What follows belongs to an exercise in optimizing a design on an open flow for small area; a production flow would make more cautious choices. The RTL was checked by simulation tests, not by an equivalence proof against the original design.

==> juniper: inputs <==
Design gbr_engine, start of the top module:
module gbr_engine (
    input  wire        clk,
    input  wire        rst,
    input  wire        start,
    input  wire [23:0] resume_lin,
    input  wire [8:0]  resume_bank,
    output wire        busy,
    output wire        done,
    output wire [2:0]  err_code,
    output wire [1:0]  err_ctx,
    output wire [2:0]  variant,
    output wire        out_valid,
    output reg  [7:0]  out_data,
    output wire [8:0]  out_bank,
    output wire [15:0] addr,
    output wire        rd_n,
    output wire        wr_n,
    output wire        cs_n,
    output wire        rst_n,
    output wire        xfer_req,
    output wire [23:0] xfer_tx,
    input  wire        xfer_ack,
    input  wire        xfer_fail,
    input  wire [7:0]  xfer_rdata
);
==> flow/config.mk <==
export PLATFORM = sky130hd
export DESIGN_NAME = gbr_engine
export DESIGN_NICKNAME = gbr_engine
export VERILOG_FILES = /design/flow/design.v
export SDC_FILE = /design/flow/constraint.sdc
export NUM_CORES = 4
export LEC_CHECK = 0
export CAP_MARGIN = 20
export CORE_MARGIN = 2
export CORE_UTILIZATION = 70
export GPL_TIMING_DRIVEN = 0
export PLACE_DENSITY = 0.8
export SLEW_MARGIN = 20
==> flow/constraint.sdc <==
create_clock -name core_clock -period 10.0 [get_ports {clk}]
set_input_delay 2.0000 -clock core_clock [delete_from_list [all_inputs] [get_ports {clk}]]
set_output_delay 2.0000 -clock core_clock [all_outputs]
set_load 0.01 [all_outputs]
standard.sh (not shown) runs the stock make flow with config.mk's settings and CLKGATE_MAP_FILE= SYNTH_SCRIPT=/design/flow/synth_recipe.tcl, a recipe that flattens the netlist after the stock synthesis.
==> flow/flow/run.sh <==
#!/bin/bash
# Standard ORFS layout (the standard.sh, with its synthesis script) with:
# - an area-oriented ABC mapping script in synthesis (flow/abc_area_opt.script
#   replaces abc_speed.script in a private copy of the ORFS scripts folder;
#   every other script is ORFS's own, unchanged),
# - adders left as plain logic for ABC (no ADDER_MAP_FILE half/full-adder
#   cells); registers are mapped exactly as in the standard synthesis,
# - port buffers of the smallest buffer cell (every port still gets one),
# - one tie cell per constant level instead of one per port,
# - a clock tree of clkbuf_4 cells without dummy balancing loads.
# standard.sh's output goes to standard_flow.log; ORFS writes each step's
# tool log under orfs/logs/.
set -euo pipefail
here=$(pwd)
rm -rf "$here/orfs_scripts"
cp -r "$FLOW_HOME/scripts" "$here/orfs_scripts"
cp "$here/flow/abc_area_opt.script" "$here/orfs_scripts/abc_speed.script"
export SCRIPTS_DIR="$here/orfs_scripts"
export ADDER_MAP_FILE=
export BUFFER_PORTS_ARGS="-buffer_cell sky130_fd_sc_hd__buf_1"
export SKIP_REPAIR_TIE_FANOUT=1
export CTS_ARGS="-sink_clustering_enable -repair_clock_nets -dont_use_dummy_load -buf_list sky130_fd_sc_hd__clkbuf_4 -root_buf sky130_fd_sc_hd__clkbuf_4 -sink_clustering_size 20 -sink_clustering_max_diameter 100"
bash standard.sh > standard_flow.log 2>&1
==> flow/flow/abc_area_opt.script <==
&get -n
&st
&dch -f
&nf -R 1000 -p -a -F 10 -A 10
&st
&dch -f
&nf -R 1000 -p -a -F 10 -A 10
&put
topo
stime -c
==> indigo: changes against juniper <==
--- a/flow/design.v
+++ b/flow/design.v
@@ -24,17 +24,17 @@
     input  wire [7:0]  xfer_rdata
 );
     localparam [2:0] P_IDLE = 3'd0, P_INIT = 3'd1, P_H0 = 3'd2, P_H1 = 3'd3,
                      P_CHK  = 3'd4, P_RD   = 3'd5, P_BS1 = 3'd6, P_BS2 = 3'd7;
     reg  [2:0]  ph;
     reg         dn;          
     reg         fail;        
+    reg         dir;         
     reg  [4:0]  c;           
     reg  [23:0] lin;
-    reg         cy;          
     reg  [8:0]  bank;
     reg  [2:0]  vr;          
     reg  [3:0]  zr;          
     wire [1:0] st   = c[4:3];
     wire       t7   = &c[2:0];
     wire       s0   = (st == 2'd0);
     wire       s2   = (st == 2'd2);
@@ -43,15 +43,15 @@
     wire isinit = (ph == P_INIT);
     wire iswr   = ph[2] & ph[1];
     wire isbus  = ph[1] | (ph[2] & ph[0]);
     wire v_rom  = (vr == 3'd1);
     wire v_mbc1 = (vr == 3'd2);
     wire v_mbc2 = (vr == 3'd3);
     wire v_mbc5 = (vr == 3'd5);
-    wire req_dir  = s0 & t7 & (isinit | (ph == P_BS1) | ((ph == P_RD) & cy));
+    wire req_dir  = (isbus | isinit) & s0 & t7 & (dir == iswr);
     wire req_gpio = isbus & s2 & t7;
     wire req_ioc  = isinit & last & ~fail;
     assign xfer_req = req_dir | req_gpio | req_ioc;
     wire hold = xfer_req & ~xfer_ack;
     wire ackf = xfer_ack & xfer_fail;
     assign rd_n  = ~(isbus & ~iswr & (st == 2'd1 | s2));
     assign cs_n  = ~(isbus & (s2 | (s3 & ~t7)));
@@ -106,32 +106,26 @@
             8'h01, 8'h02, 8'h03:                      vdec = 3'd2;
             8'h05, 8'h06:                             vdec = 3'd3;
             8'h0F, 8'h10, 8'h11, 8'h12, 8'h13:        vdec = 3'd4;
             8'h19, 8'h1A, 8'h1B, 8'h1C, 8'h1D, 8'h1E: vdec = 3'd5;
             default:                                  vdec = 3'd0;
         endcase
     end
-    wire rot = (ph == P_CHK) & (st == 2'd0);
-    wire chk = (ph == P_CHK) & (st == 2'd1);
+    wire chk = (ph == P_CHK) & c[2];
     wire endc = last & ~hold;
     always @(posedge clk) begin
         if (!hold)
             c <= (c + 5'd1) | {5{ackf & ~s2}};
         if (xfer_ack) begin
             if (xfer_fail) fail <= 1'b1;
-            out_data <= xfer_rdata;
+            if (s0) dir <= ~iswr;
+            if (s2) out_data <= xfer_rdata;
             if (s0 & isinit & ~xfer_fail) ph <= P_H0;
         end
-        if (rot)
-            lin <= {lin[2:0] + {2'b00, cy}, lin[23:3]};
-        if (rot)
-            cy <= cy & (&lin[2:0]);
         if (chk) begin
-            c[3] <= 1'b0;
-            cy   <= trigger;
             if (hdr_err | ~in_range)
                 dn <= 1'b1;
             else if (trigger) begin
                 bank <= nb;
                 ph   <= P_BS1;
             end else
                 ph <= P_RD;
@@ -143,35 +137,35 @@
                 P_H0: begin
                     vr <= vdec;
                     ph <= P_H1;
                 end
                 P_H1: begin
                     zr   <= zin;
                     lin  <= resume_lin;
-                    cy   <= 1'b0;
                     bank <= v_mbc5 ? resume_bank :
                             v_rom  ? 9'd0 : {1'b0, resume_bank[7:0]};
                     ph   <= P_CHK;
                 end
                 P_RD: begin
-                    cy <= 1'b1;
-                    ph <= P_CHK;
+                    lin <= lin + 24'd1;
+                    ph  <= P_CHK;
                 end
                 P_BS1: ph <= (v_mbc1 | v_mbc5) ? P_BS2 : P_RD;
                 P_BS2: ph <= P_RD;
                 default: ;
             endcase
         end
         if (dn) begin
             dn <= 1'b0;
             ph <= P_IDLE;
         end
         if ((ph == P_IDLE || dn) && start) begin
             ph   <= P_INIT;
             fail <= 1'b0;
+            dir  <= 1'b0;
             c    <= 5'h1F;
         end
         if (rst) begin
             ph <= P_IDLE;
             dn <= 1'b0;
         end
     end
==> flow/run.sh (new file) <==
#!/bin/bash
# synth_recipe.tcl (not shown) runs the flow's synth.tcl, then flattens the netlist and writes it again
# the make line also repeats each setting of config.mk as NAME=value (left out here)
make -C /OpenROAD-flow-scripts/flow DESIGN_CONFIG=/design/flow/config.mk WORK_HOME=/design/flow/orfs CLKGATE_MAP_FILE= SYNTH_SCRIPT=/design/flow/synth_recipe.tcl finish
CORE_UTILIZATION = 40   (was 70)
GPL_TIMING_DRIVEN = unset   (was 0)
PLACE_DENSITY = 0.6   (was 0.8)
removed: flow/flow/run.sh
removed: flow/flow/abc_area_opt.script
removed: flow/standard.sh
==> amber: changes against juniper <==
--- a/flow/design.v
+++ b/flow/design.v
@@ -24,14 +24,15 @@
     input  wire [7:0]  xfer_rdata
 );
     localparam [2:0] P_IDLE = 3'd0, P_INIT = 3'd1, P_H0 = 3'd2, P_H1 = 3'd3,
                      P_CHK  = 3'd4, P_RD   = 3'd5, P_BS1 = 3'd6, P_BS2 = 3'd7;
     reg  [2:0]  ph;
     reg         dn;          
     reg         fail;        
+    reg         dir;         
     reg  [4:0]  c;           
     reg  [23:0] lin;
     reg         cy;          
     reg  [8:0]  bank;
     reg  [2:0]  vr;          
     reg  [3:0]  zr;          
     wire [1:0] st   = c[4:3];
@@ -43,15 +44,15 @@
     wire isinit = (ph == P_INIT);
     wire iswr   = ph[2] & ph[1];
     wire isbus  = ph[1] | (ph[2] & ph[0]);
     wire v_rom  = (vr == 3'd1);
     wire v_mbc1 = (vr == 3'd2);
     wire v_mbc2 = (vr == 3'd3);
     wire v_mbc5 = (vr == 3'd5);
-    wire req_dir  = s0 & t7 & (isinit | (ph == P_BS1) | ((ph == P_RD) & cy));
+    wire req_dir  = (isbus | isinit) & s0 & t7 & (dir == iswr);
     wire req_gpio = isbus & s2 & t7;
     wire req_ioc  = isinit & last & ~fail;
     assign xfer_req = req_dir | req_gpio | req_ioc;
     wire hold = xfer_req & ~xfer_ack;
     wire ackf = xfer_ack & xfer_fail;
     assign rd_n  = ~(isbus & ~iswr & (st == 2'd1 | s2));
     assign cs_n  = ~(isbus & (s2 | (s3 & ~t7)));
@@ -114,24 +115,23 @@
     wire chk = (ph == P_CHK) & (st == 2'd1);
     wire endc = last & ~hold;
     always @(posedge clk) begin
         if (!hold)
             c <= (c + 5'd1) | {5{ackf & ~s2}};
         if (xfer_ack) begin
             if (xfer_fail) fail <= 1'b1;
-            out_data <= xfer_rdata;
+            if (s0) dir <= ~iswr;
+            if (s2) out_data <= xfer_rdata;
             if (s0 & isinit & ~xfer_fail) ph <= P_H0;
         end
         if (rot)
             lin <= {lin[2:0] + {2'b00, cy}, lin[23:3]};
-        if (rot)
-            cy <= cy & (&lin[2:0]);
+        cy <= rot ? (cy & (&lin[2:0])) : (ph == P_RD);
         if (chk) begin
             c[3] <= 1'b0;
-            cy   <= trigger;
             if (hdr_err | ~in_range)
                 dn <= 1'b1;
             else if (trigger) begin
                 bank <= nb;
                 ph   <= P_BS1;
             end else
                 ph <= P_RD;
@@ -143,35 +143,32 @@
                 P_H0: begin
                     vr <= vdec;
                     ph <= P_H1;
                 end
                 P_H1: begin
                     zr   <= zin;
                     lin  <= resume_lin;
-                    cy   <= 1'b0;
                     bank <= v_mbc5 ? resume_bank :
                             v_rom  ? 9'd0 : {1'b0, resume_bank[7:0]};
                     ph   <= P_CHK;
                 end
-                P_RD: begin
-                    cy <= 1'b1;
-                    ph <= P_CHK;
-                end
+                P_RD: ph <= P_CHK;
                 P_BS1: ph <= (v_mbc1 | v_mbc5) ? P_BS2 : P_RD;
                 P_BS2: ph <= P_RD;
                 default: ;
             endcase
         end
         if (dn) begin
             dn <= 1'b0;
             ph <= P_IDLE;
         end
         if ((ph == P_IDLE || dn) && start) begin
             ph   <= P_INIT;
             fail <= 1'b0;
+            dir  <= 1'b0;
             c    <= 5'h1F;
         end
         if (rst) begin
             ph <= P_IDLE;
             dn <= 1'b0;
         end
     end
==> flow/flow/run.sh (replaced) <==
#!/bin/bash
# Standard ORFS layout (the standard.sh, standard synthesis), with the
# port buffers that global placement inserts made of the smallest buffer cell.
set -euo pipefail
export BUFFER_PORTS_ARGS="-buffer_cell sky130_fd_sc_hd__buf_1"
bash standard.sh > standard_flow.log 2>&1
GPL_TIMING_DRIVEN = unset   (was 0)
removed: flow/flow/abc_area_opt.script
==> impl_metrics.ini <==
[placement]
place_ws_ns = 4.41

[logic_synthesis]
synth_compound_area_share_pct = 17.7
ys_types = 41

[run_status]
status = complete, no violations

[setup_path]
cp.buffers_inverters = 2
The numbers above come from juniper.

==> impl_metrics.ini <==
[logic_synthesis]
synth_compound_area_share_pct = 18.0
ys_types = 68

[run_status]
status = complete, no violations

[setup_path]
cp.buffers_inverters = 2
crit_chain = nor2b_1 > nand2_1 > buf_4 > nor2_1 > clkdlybuf4s50_1

[placement]
place_ws_ns = 5.41

[detailed_routing]
ant_nets = 0
first_pass_iters = 4
The numbers above come from indigo.

==> impl_metrics.ini <==
[run_status]
status = complete, no violations

[setup_path]
cp.buffers_inverters = 1

[logic_synthesis]
ys_types = 53

[placement]
place_ws_ns = 6.03
The numbers above come from amber.

==> afterwards: timing with drivers on the ports <==
Ports are ideal in the flow. The routed layouts listed here were re-timed in OpenROAD. Step 1: set_driving_cell puts a clkbuf_16 on clk and a buf_2 on each other input, an assumption about the parent block. Step 2 times the ports against the registers' clock, not the clock port: input delays grow and output delays shrink by t, the midpoint of the rising clock arrivals with the driver on. a / b / c = ideal / step 1 / step 2; a / b = the first two.
| run | shift t [ns] | slack for setup (ns) | hold slack, ns | clock arrival spread, ns | worst register clock-pin slew, ns |
|---|---|---|---|---|---|
| juniper | 0.406 | 4.406 / 4.380 / 4.380 | 0.483 / 0.483 / 0.483 | 0.023 / 0.024 | 0.10 / 0.10 |
| indigo | 0.372 | 4.964 / 4.928 / 5.301 | 0.522 / 0.522 / 0.522 | 0.007 / 0.007 | 0.07 / 0.07 |
| amber | 0.378 | 5.560 / 5.531 / 5.909 | 0.524 / 0.524 / 0.524 | 0.009 / 0.009 | 0.07 / 0.07 |
After both steps every run listed still meets setup and hold. The setup slack of juniper, which loses most, moves by -0.026 ns with the drivers and by -0.026 ns with both steps.
